This design comes from an exercise in tuning for small area on the open sky130 flow, not from production work. Only simulation tests tie the RTL to the original design; equivalence was not proved.

==> design/flow/design.v <==
module wspr_enc (
  input  wire       clk,
  input  wire       rst,       
  input  wire       we,        
  input  wire [7:0] addr,      
  input  wire [7:0] wdata,
  output reg  [7:0] rdata      
);
  localparam [31:0] POLY0 = 32'hF2D05351;
  localparam [31:0] POLY1 = 32'hE4613C47;
  localparam [161:0] SYNC = 162'b000110001101011000000011001010000011100010110011011100100100000100010101100011010010010101010110000101100010110011010000001010010000000111101001000111000100000011;
  localparam [1295:0] SRC_TAB = 1296'h55049e4d76258a39621194436c1b802f58079948712085345d0c8f3e67167b2a5201a15079288d3c651497466f1e83325b0a9c4b74238837600f92416a197e2d56059f4e77268b3a631295446d1c813059089a49722186355e0d903f68177c2b5302a04f78278c3b641396456e1d82315a099b4a732287365f0e914069187d2c54039d4c75248938611093426b1a7f2e57069847701f84335c0b8e3d66157a295100;
  localparam [2:0] ST_IDLE  = 3'd0,
                   ST_CHECK = 3'd1,
                   ST_HASH  = 3'd2,
                   ST_PACK  = 3'd3,
                   ST_CONV  = 3'd4,
                   ST_COPY  = 3'd5;
  localparam [2:0] E_NONE = 3'd0, E_CHAR = 3'd1, E_CALL = 3'd2, E_CMD = 3'd4;
  function is_digit(input [7:0] b);
    is_digit = (b >= 8'h30) && (b <= 8'h39);
  endfunction
  function is_upper(input [7:0] b);
    is_upper = (b >= 8'h41) && (b <= 8'h5A);
  endfunction
  function [7:0] to_upper(input [7:0] b);
    to_upper = ((b >= 8'h61) && (b <= 8'h7A)) ? b - 8'h20 : b;
  endfunction
  function [7:0] code(input [7:0] b);
    if (is_digit(b))       code = b - 8'h30;
    else if (b == 8'h20)   code = 8'd36;
    else if (is_upper(b))  code = b - 8'h41 + 8'd10;
    else                   code = 8'd255;
  endfunction
  function [31:0] rol32(input [31:0] x, input integer k);
    rol32 = (x << k) | (x >> (32 - k));
  endfunction
  reg [7:0] call_r [0:9];
  reg [7:0] call_len;
  reg [7:0] power;
  reg [7:0] loc4_r [0:3];
  reg [7:0] loc6_r [0:5];
  reg [7:0] pfx_r  [0:2];
  reg [7:0] sfx;
  reg       use_sfx;
  reg       busy, done, err;
  reg [2:0] errcode;
  reg [323:0] sym_q;         
  wire [7:0] status = {1'b0, errcode, 1'b0, busy, err, done};
  reg [2:0]   state;
  reg [7:0]   cmd_word;
  reg [31:0]  ha, hb, hc;    
  reg [2:0]   hstep;
  reg [49:0]  payload;       
  reg [31:0]  cshift;        
  reg [6:0]   tcnt;          
  reg [161:0] sbuf;          
  wire [1:0] mtype   = cmd_word[1:0];
  wire       cmd_bad = (cmd_word[7:2] != 6'd0) || (cmd_word[1:0] == 2'd0);
  reg [7:0] rawc [0:5];
  reg [7:0] shc  [0:5];
  reg [7:0] cs6  [0:5];
  reg       do_shift;
  integer   i;
  always @* begin
    for (i = 0; i < 6; i = i + 1)
      rawc[i] = (i < call_len) ? call_r[i] : 8'h00;
    do_shift = is_digit(rawc[1]) && is_upper(rawc[2]);
    for (i = 0; i < 6; i = i + 1)
      shc[i] = do_shift ? ((i == 0) ? 8'h20 : rawc[i-1]) : rawc[i];
    for (i = 0; i < 6; i = i + 1)
      cs6[i] = (is_upper(to_upper(shc[i])) || is_digit(to_upper(shc[i])))
               ? to_upper(shc[i]) : 8'h20;
    if (cs6[4] == 8'h20)
      cs6[5] = 8'h20;
  end
  reg [7:0] lu  [0:3];
  reg [7:0] loc [0:3];
  reg       loc_ok;
  always @* begin
    loc_ok = 1'b1;
    for (i = 0; i < 4; i = i + 1) begin
      lu[i] = to_upper(loc4_r[i]);
      if (!(is_digit(lu[i]) || ((lu[i] >= 8'h41) && (lu[i] <= 8'h52))))
        loc_ok = 1'b0;
    end
    for (i = 0; i < 4; i = i + 1)
      loc[i] = loc_ok ? lu[i] : ((i < 2) ? 8'h41 : 8'h30);
  end
  wire loc_bad = !((loc[0] >= 8'h41) && (loc[0] <= 8'h52) &&
                   (loc[1] >= 8'h41) && (loc[1] <= 8'h52) &&
                   is_digit(loc[2]) && is_digit(loc[3]));
  wire [4:0]  la0 = loc[0] - 8'h41;
  wire [4:0]  la1 = loc[1] - 8'h41;
  wire [3:0]  ld2 = loc[2] - 8'h30;
  wire [3:0]  ld3 = loc[3] - 8'h30;
  wire [14:0] loc_val = (15'd179 - 15'd10 * la0 - ld2) * 15'd180 + 15'd10 * la1 + ld3;
  reg [7:0] pch [0:5];
  reg [7:0] pd  [0:5];
  reg       pn_bad;
  always @* begin
    for (i = 0; i < 6; i = i + 1)
      pch[i] = (mtype == 2'd3) ? loc6_r[(i + 1) % 6] : cs6[i];
    pn_bad = 1'b0;
    for (i = 0; i < 6; i = i + 1) begin
      pd[i] = code(pch[i]);
      if (pd[i] == 8'd255) pn_bad = 1'b1;
    end
    if (pd[2] > 8'd9)  pn_bad = 1'b1;
    if (pd[3] < 8'd10) pn_bad = 1'b1;
    if (pd[4] < 8'd10) pn_bad = 1'b1;
    if (pd[5] < 8'd10) pn_bad = 1'b1;
  end
  wire [27:0] n_val = ((((pd[0] * 28'd36 + pd[1]) * 28'd10 + pd[2]) * 28'd27
                       + (pd[3] - 8'd10)) * 28'd27 + (pd[4] - 8'd10)) * 28'd27
                       + (pd[5] - 8'd10);
  wire [7:0] pe0 = code(pfx_r[0]);
  wire [7:0] pe1 = code(pfx_r[1]);
  wire [7:0] pe2 = code(pfx_r[2]);
  wire       pfx_bad = (pe0 == 8'd255) || (pe1 == 8'd255) || (pe2 == 8'd255);
  wire [15:0] g_val = (pe0 * 16'd37 + pe1) * 16'd37 + pe2;
  wire       sfx_bad = (sfx > 8'd81);
  wire [7:0] sfx_v   = sfx - 8'd36;
  wire       sfx_two = (sfx >= 8'd36);
  wire [7:0] st0 = (sfx <= 8'd9)  ? 8'h30 + sfx :
                   (sfx <= 8'd35) ? 8'h41 + sfx - 8'd10 :
                                    8'h30 + sfx_v / 8'd10;
  wire [7:0] st1 = 8'h30 + sfx_v % 8'd10;
  wire [7:0] comp_len = use_sfx ? (call_len + (sfx_two ? 8'd3 : 8'd2))
                                : (call_len + 8'd4);
  wire       comp_bad = (comp_len < 8'd3) || (comp_len > 8'd10);
  reg [7:0] kb [0:11];
  always @* begin
    for (i = 0; i < 12; i = i + 1) begin
      if (use_sfx) begin
        if (i < call_len)                    kb[i] = call_r[i % 10];
        else if (i == call_len)              kb[i] = 8'h2F;
        else if (i == call_len + 1)          kb[i] = st0;
        else if (i == call_len + 2 && sfx_two) kb[i] = st1;
        else                                 kb[i] = 8'h00;
      end else begin
        if (i < 3)                           kb[i] = pfx_r[i % 3];
        else if (i == 3)                     kb[i] = 8'h2F;
        else if (i - 4 < call_len)           kb[i] = call_r[(i + 6) % 10];
        else                                 kb[i] = 8'h00;
      end
    end
  end
  wire [31:0] seed = 32'hDEADBEEF + 32'd146 + {24'd0, comp_len};
  wire [31:0] w0 = {kb[3],  kb[2],  kb[1], kb[0]};
  wire [31:0] w1 = {kb[7],  kb[6],  kb[5], kb[4]};
  wire [31:0] w2 = {kb[11], kb[10], kb[9], kb[8]};
  reg [21:0] m_val;
  always @* begin
    case (mtype)
      2'd1: m_val = {loc_val, 7'd0} + power + 22'd64;
      2'd2: begin
        if (use_sfx)
          m_val = ((22'd27232 + sfx) << 7) + power + 22'd66;
        else if (g_val > 16'd32767)
          m_val = ({6'd0, g_val - 16'd32768} << 7) + power + 22'd66;
        else
          m_val = ({6'd0, g_val} << 7) + power + 22'd65;
      end
      default: m_val = {hc[14:0], 7'd0} - power + 22'd63;
    endcase
  end
  reg [2:0] chk_err;
  always @* begin
    chk_err = E_NONE;
    if (cmd_bad)                          chk_err = E_CMD;
    else if (call_len > 8'd10)            chk_err = E_CALL;
    else if (pn_bad)                      chk_err = E_CHAR;
    else begin
      case (mtype)
        2'd1: if (loc_bad) chk_err = E_CHAR;
        2'd2: begin
          if (use_sfx) begin
            if (sfx_bad) chk_err = E_CALL;
          end else if (pfx_bad) begin
            chk_err = E_CHAR;
          end
        end
        default: begin
          if (use_sfx && sfx_bad) chk_err = E_CALL;
          else if (comp_bad)      chk_err = E_CALL;
        end
      endcase
    end
  end
  wire        u_bit   = (tcnt < 7'd50) ? payload[7'd49 - tcnt] : 1'b0;
  wire [31:0] cshift_n = {cshift[30:0], u_bit};
  wire        par0 = ^(cshift_n & POLY0);
  wire        par1 = ^(cshift_n & POLY1);
  reg [161:0] s_vec;
  always @* begin
    for (i = 0; i < 162; i = i + 1)
      s_vec[i] = sbuf[161 - i];
  end
  wire host_wr = we && !busy;
  always @(posedge clk) begin
    if (rst) begin
      for (i = 0; i < 10; i = i + 1) call_r[i] <= 8'h00;
      for (i = 0; i < 4; i = i + 1)  loc4_r[i] <= 8'h00;
      for (i = 0; i < 6; i = i + 1)  loc6_r[i] <= 8'h00;
      for (i = 0; i < 3; i = i + 1)  pfx_r[i]  <= 8'h00;
      call_len <= 8'h00;
      power    <= 8'h00;
      sfx      <= 8'h00;
      use_sfx  <= 1'b0;
      busy     <= 1'b0;
      done     <= 1'b0;
      err      <= 1'b0;
      errcode  <= E_NONE;
      state    <= ST_IDLE;
    end else begin
      if (host_wr) begin
        if (addr <= 8'h09)                     call_r[addr[3:0]] <= wdata;
        else if (addr == 8'h0A)                call_len <= wdata;
        else if (addr == 8'h0B)                power <= wdata;
        else if (addr >= 8'h0C && addr <= 8'h0F) loc4_r[addr - 8'h0C] <= wdata;
        else if (addr >= 8'h10 && addr <= 8'h15) loc6_r[addr - 8'h10] <= wdata;
        else if (addr >= 8'h16 && addr <= 8'h18) pfx_r[addr - 8'h16] <= wdata;
        else if (addr == 8'h19)                sfx <= wdata;
        else if (addr == 8'h1A)                use_sfx <= wdata[0];
        else if (addr == 8'h1B) begin
          cmd_word <= wdata;
          busy     <= 1'b1;
          done     <= 1'b0;
          err      <= 1'b0;
          errcode  <= E_NONE;
          state    <= ST_CHECK;
        end
      end
      case (state)
        ST_CHECK: begin
          if (chk_err != E_NONE) begin
            busy    <= 1'b0;
            done    <= 1'b1;
            err     <= 1'b1;
            errcode <= chk_err;
            state   <= ST_IDLE;
          end else if (mtype == 2'd3) begin
            ha    <= seed + w0;
            hb    <= seed + w1;
            hc    <= seed + w2;
            hstep <= 3'd0;
            state <= ST_HASH;
          end else begin
            state <= ST_PACK;
          end
        end
        ST_HASH: begin
          case (hstep)
            3'd0: hc <= (hc ^ hb) - rol32(hb, 14);
            3'd1: ha <= (ha ^ hc) - rol32(hc, 11);
            3'd2: hb <= (hb ^ ha) - rol32(ha, 25);
            3'd3: hc <= (hc ^ hb) - rol32(hb, 16);
            3'd4: ha <= (ha ^ hc) - rol32(hc, 4);
            3'd5: hb <= (hb ^ ha) - rol32(ha, 14);
            default: hc <= (hc ^ hb) - rol32(hb, 24);
          endcase
          hstep <= hstep + 3'd1;
          if (hstep == 3'd6)
            state <= ST_PACK;
        end
        ST_PACK: begin
          payload <= {n_val, m_val};
          cshift  <= 32'd0;
          tcnt    <= 7'd0;
          state   <= ST_CONV;
        end
        ST_CONV: begin
          cshift <= cshift_n;
          sbuf   <= {sbuf[159:0], par0, par1};
          tcnt   <= tcnt + 7'd1;
          if (tcnt == 7'd80)
            state <= ST_COPY;
        end
        ST_COPY: begin
          for (i = 0; i < 162; i = i + 1)
            sym_q[2*i +: 2] <= {s_vec[SRC_TAB[8*i +: 8]], SYNC[i]};
          busy  <= 1'b0;
          done  <= 1'b1;
          state <= ST_IDLE;
        end
        default: ;
      endcase
    end
  end
  reg [7:0] rd_mux;
  always @* begin
    rd_mux = 8'h00;
    if (addr <= 8'h09)                         rd_mux = call_r[addr[3:0]];
    else if (addr == 8'h0A)                    rd_mux = call_len;
    else if (addr == 8'h0B)                    rd_mux = power;
    else if (addr >= 8'h0C && addr <= 8'h0F)   rd_mux = loc4_r[addr - 8'h0C];
    else if (addr >= 8'h10 && addr <= 8'h15)   rd_mux = loc6_r[addr - 8'h10];
    else if (addr >= 8'h16 && addr <= 8'h18)   rd_mux = pfx_r[addr - 8'h16];
    else if (addr == 8'h19)                    rd_mux = sfx;
    else if (addr == 8'h1A)                    rd_mux = {7'd0, use_sfx};
    else if (addr == 8'h1C)                    rd_mux = status;
    else if (addr >= 8'h20 && addr <= 8'hC1)   rd_mux = {6'd0, sym_q[2*(addr - 8'h20) +: 2]};
  end
  always @(posedge clk)
    rdata <= rd_mux;
endmodule
==> design/flow/run.sh <==
#!/bin/bash
# synth_recipe.tcl (not shown) runs the flow's synth.tcl, then flattens the netlist and writes it again
# the make line also repeats each setting of config.mk as NAME=value (left out here)
make -C /OpenROAD-flow-scripts/flow DESIGN_CONFIG=/design/flow/config.mk WORK_HOME=/design/flow/orfs CLKGATE_MAP_FILE= SYNTH_SCRIPT=/design/flow/synth_recipe.tcl finish
==> design/flow/config.mk <==
export PLATFORM = sky130hd
export DESIGN_NAME = wspr_enc
export DESIGN_NICKNAME = wspr_enc
export VERILOG_FILES = /design/flow/design.v
export SDC_FILE = /design/flow/constraint.sdc
export NUM_CORES = 4
export LEC_CHECK = 0
export CAP_MARGIN = 20
export CORE_MARGIN = 2
export CORE_UTILIZATION = 40
export PLACE_DENSITY = 0.6
export SLEW_MARGIN = 20
==> design/flow/constraint.sdc <==
create_clock -name core_clock -period 25.0 [get_ports {clk}]
set_input_delay 5.0000 -clock core_clock [delete_from_list [all_inputs] [get_ports {clk}]]
set_output_delay 5.0000 -clock core_clock [all_outputs]
set_load 0.01 [all_outputs]
==> reports/metrics.csv <==
stage,metric,value,unit
synth,synth_edf_count,743,
layout,layout-drive-gt1-share,7.34,%
timing,rsz0062_at_grt,no,
clock_network,h-tree-depth,3,
drt,routed_wl,245000,um
clock_network,cts-hold-fix-buffers,0,
drt,drtIter0Drc,5760,
floorplan,die_y,425,um
setup_path,crit_path_max_incr_delay,0.73,ns
drt,wl_per_cell,25.2,um
placement,place_ws,4.25,ns
synth,ys_ff_latch,785,
floorplan,initial_core_util,40.3,%
setup_path,crit_path_end_kind,flop,
setup_path,critical_path_peak_fanout,17,
placement,gp_congestion,1.06,
clock_network,clkTransAtPathRegs,0.07,ns
synth,yosysWarnings,9,
timing,fmax,0.0479,GHz
timing,tightest_slew,1.13,ns
clock_network,cts_setup_buffers,0,
timing,fin_crit,20.87,ns
global_routing,antenna_found_initial,16,
setup_path,critPathMostFrequentCell,ha_1,
layout,nFillCells,17000,
floorplan,num_io_pins,27,
layout,synthToLayoutAreaGrowth,8.72,%
worst_hold_path,hold_class,reg -> reg,
drt,dr.pass1.iters,9,
timing,setup-tns-final,0,ns
clock_network,cts.sinks,785,
placement,hpwl,190000,um
timing,max_slew_margin,23.9,%
floorplan,die_area,0.181,sq mm
setup_path,critPathLaunchType,flop,
floorplan,rows,154,
global_routing,grt.overflow.total,0,
floorplan,die_w,425,um
run_status,status,no timing/DRC/antenna violations,
clock_network,cts_resized,0,
drt,vias,57800,
placement,portBuffers,26,
setup_path,cp.required,25.47,ns
synth,synthFlopType,edfxtp_1,
synth,synth_cell_types,129,
clock_network,cts_buffers,88,
drt,viasPerCell,5.96,
timing,setup_viol,0,
synth,synth_seq_area_share,32.6,%
flow_run,max-cap-violations,0,
global_routing,grt_pass1_vias,56600,
clock_network,root_buffer,clkbuf_16,
global_routing,grt_usage,26.7,%
timing,fin_skew,0.0561,ns
drt,ant_nets,0,
global_routing,grt_max_degree,83,
synth,async_reset_ff_share,0,%
clock_network,cts_tree,built,
setup_path,worstPathArrival,21.34,ns
layout,fin_nets,8221,
timing,fin_ws,4.13,ns
floorplan,core_area,0.176,sq mm
synth,synthCells,7292,
clock_network,cts_max_path_buffers,3,
timing,fin_crit_sh,83.5,%
setup_path,cp_slowest_cell,dfxtp_1,
clock_network,clock_latency,0.72,ns
timing,finalHoldViolCount,0,
synth,synthesis.area,0.0710,sq mm
setup_path,crit_type,reg -> reg,
drt,drc,0,
global_routing,grt_pass1_wl,365000,um
synth,syn_area_per_cell,9.73,sq um
timing,slew_viol_final,0,
==> layout make-up <==
class	count	area (sq um)	area share (%)
clock buffers	110	2440	3.16
clock inverters	51	554	0.719
flip-flops and latches	785	23200	30.0
diodes	10	25.0	0.0324
well taps	2340	2930	3.80
repair buffers	134	1060	1.38
multi-input cells	5628	44500	57.7
inverters	651	2440	3.17
==> stage by stage <==
stage                     hold slack [ns]  utilization, %  area (sq um)  cells
after global placement              0.402            42.1         74100   9537
final                               0.424            43.8         77100   9709
after CTS                           0.428            43.8         77100   9698
after global routing                0.437            43.8         77100   9705
after detailed placement            0.410            42.1         74100   9537
after floorplan                     0.400               -         71100   7336
==> worst max-delay path, delay by kind of cell (launching register included) <==
kind                     cells  cell delay, ns
AO/OA/AOI/OAI               27            7.05
XOR/XNOR                     2            0.66
adder cells (fa/ha/maj)     21            8.24
buffers and inverters        6            0.80
flip-flops                   1            0.73
AND/OR/NAND/NOR             13            3.15
==> worst paths after layout <==
check	startpoint	endpoint	slack (ns)	cells past startpoint
worst max-delay path	call_len[2]$_SDFFE_PP0P_	payload[49]$_DFFE_PP_	4.13	69
worst min-delay path	sbuf[160]$_DFFE_PP_	sym_q[257]$_DFFE_PP_	0.42	0
worst max register to register	call_len[2]$_SDFFE_PP0P_	payload[49]$_DFFE_PP_	4.13	69
worst min register to register	sbuf[160]$_DFFE_PP_	sym_q[257]$_DFFE_PP_	0.42	0
==> synth_stat cells (56+ instances only) <==
cell type  number  share of area, %
xor2_1        209               2.6
and3_1         72              0.63
inv_1         642               3.4
fa_1          231               6.5
o31ai_1        56              0.59
nand2b_1       65              0.57
and2_1        228               2.0
nor2b_1        62              0.55
clkbuf_1      216               1.1
ha_1          683                12
mux4_2        119               3.8
nand2_1       519               2.7
a31oi_1        81              0.71
mux2i_1       115               1.6
nand3_1       142               1.0
o21ai_0       439               3.1
a21oi_1       456               3.2
or3_1          70              0.62
o22ai_1        64              0.56
xnor2_1       319               3.9
nor3_1        131              0.92
edfxtp_1      743                31
o211ai_1       57              0.60
nor2_1        490               2.6
a21o_1        101               1.1
==> per-layer routing <==
metal / up-vias / track usage (%) / part of all wire (%) / wire length (um)
met3: 604 / 3.49 / 6.1 / 14900
met1: 28400 / 33.9 / 41 / 99900
met4: 6 / 16.2 / 6.8 / 16600
met5: - / 0 / 0.011 / 26
met2: 2221 / 43.4 / 46 / 113000
li1: 26600 / - / - / -
==> registers in the layout (all words and copies together), names as in the netlist, 31 cells and up <==
| signal | cells |
|---|---|
| loc4_r | 32 |
| hc | 32 |
| hb | 32 |
| loc6_r | 64 |
| payload | 50 |
| pfx_r | 32 |
| ha | 32 |
| sbuf | 162 |
| call_r | 96 |
| sym_q | 162 |
| cshift | 31 |
==> placed cells by master, fill, tap and decap left out, types with 114 or more instances in the layout <==
cell type and instances:
nand2_1 517, nor2_1 488, mux2i_1 114, ha_1 682, mux4_2 119, xnor2_1 318, inv_1 642, fa_1 231
o21ai_0 435, and2_1 228, edfxtp_1 743, a21oi_1 454, nand3_1 142, xor2_1 209, nor3_1 129
==> logic make-up (layout without fill, tap and decap cells) <==
family / after synthesis / after routing / share of synthesized area (%)
AO/OA/AOI/OAI: 1894 / 1894 / 17.7
other: 1 / 55 / 0.00529
flip-flops: 785 / 785 / 32.6
multiplexers: 247 / 247 / 5.61
AND/OR/NAND/NOR: 1998 / 1998 / 13.9
buffers and inverters: 923 / 946 / 5.04
XOR/XNOR: 529 / 529 / 6.55
adder cells (fa/ha/maj): 915 / 915 / 18.6

what the ideal ports hide:
Ports are ideal in the flow. The routed layout listed here was re-timed in OpenROAD. Step 1 (the two cells are an assumption about what drives the block):
set clk [get_ports {clk}]
set_driving_cell -lib_cell sky130_fd_sc_hd__clkbuf_16 $clk
set_driving_cell -lib_cell sky130_fd_sc_hd__buf_2 [delete_from_list [all_inputs] $clk]
Step 2 also shifts input and output timing later by t, the mid clock arrival at the registers, as if the neighbouring blocks saw the same clock. a / b / c = no drivers / after step 1 / after step 2; a / b = the first two.
shift t [ns]: 0.784
setup slack, ns: 4.133 / 4.133 / 4.133
hold WS [ns]: 0.424 / 0.424 / 0.424
worst setup path at the end: register to register
clock arrival spread, ns: 0.057 / 0.057
After both steps setup and hold are still met in this run. The setup slack of this run moves by 0.000 ns with the drivers and by 0.000 ns with both steps.
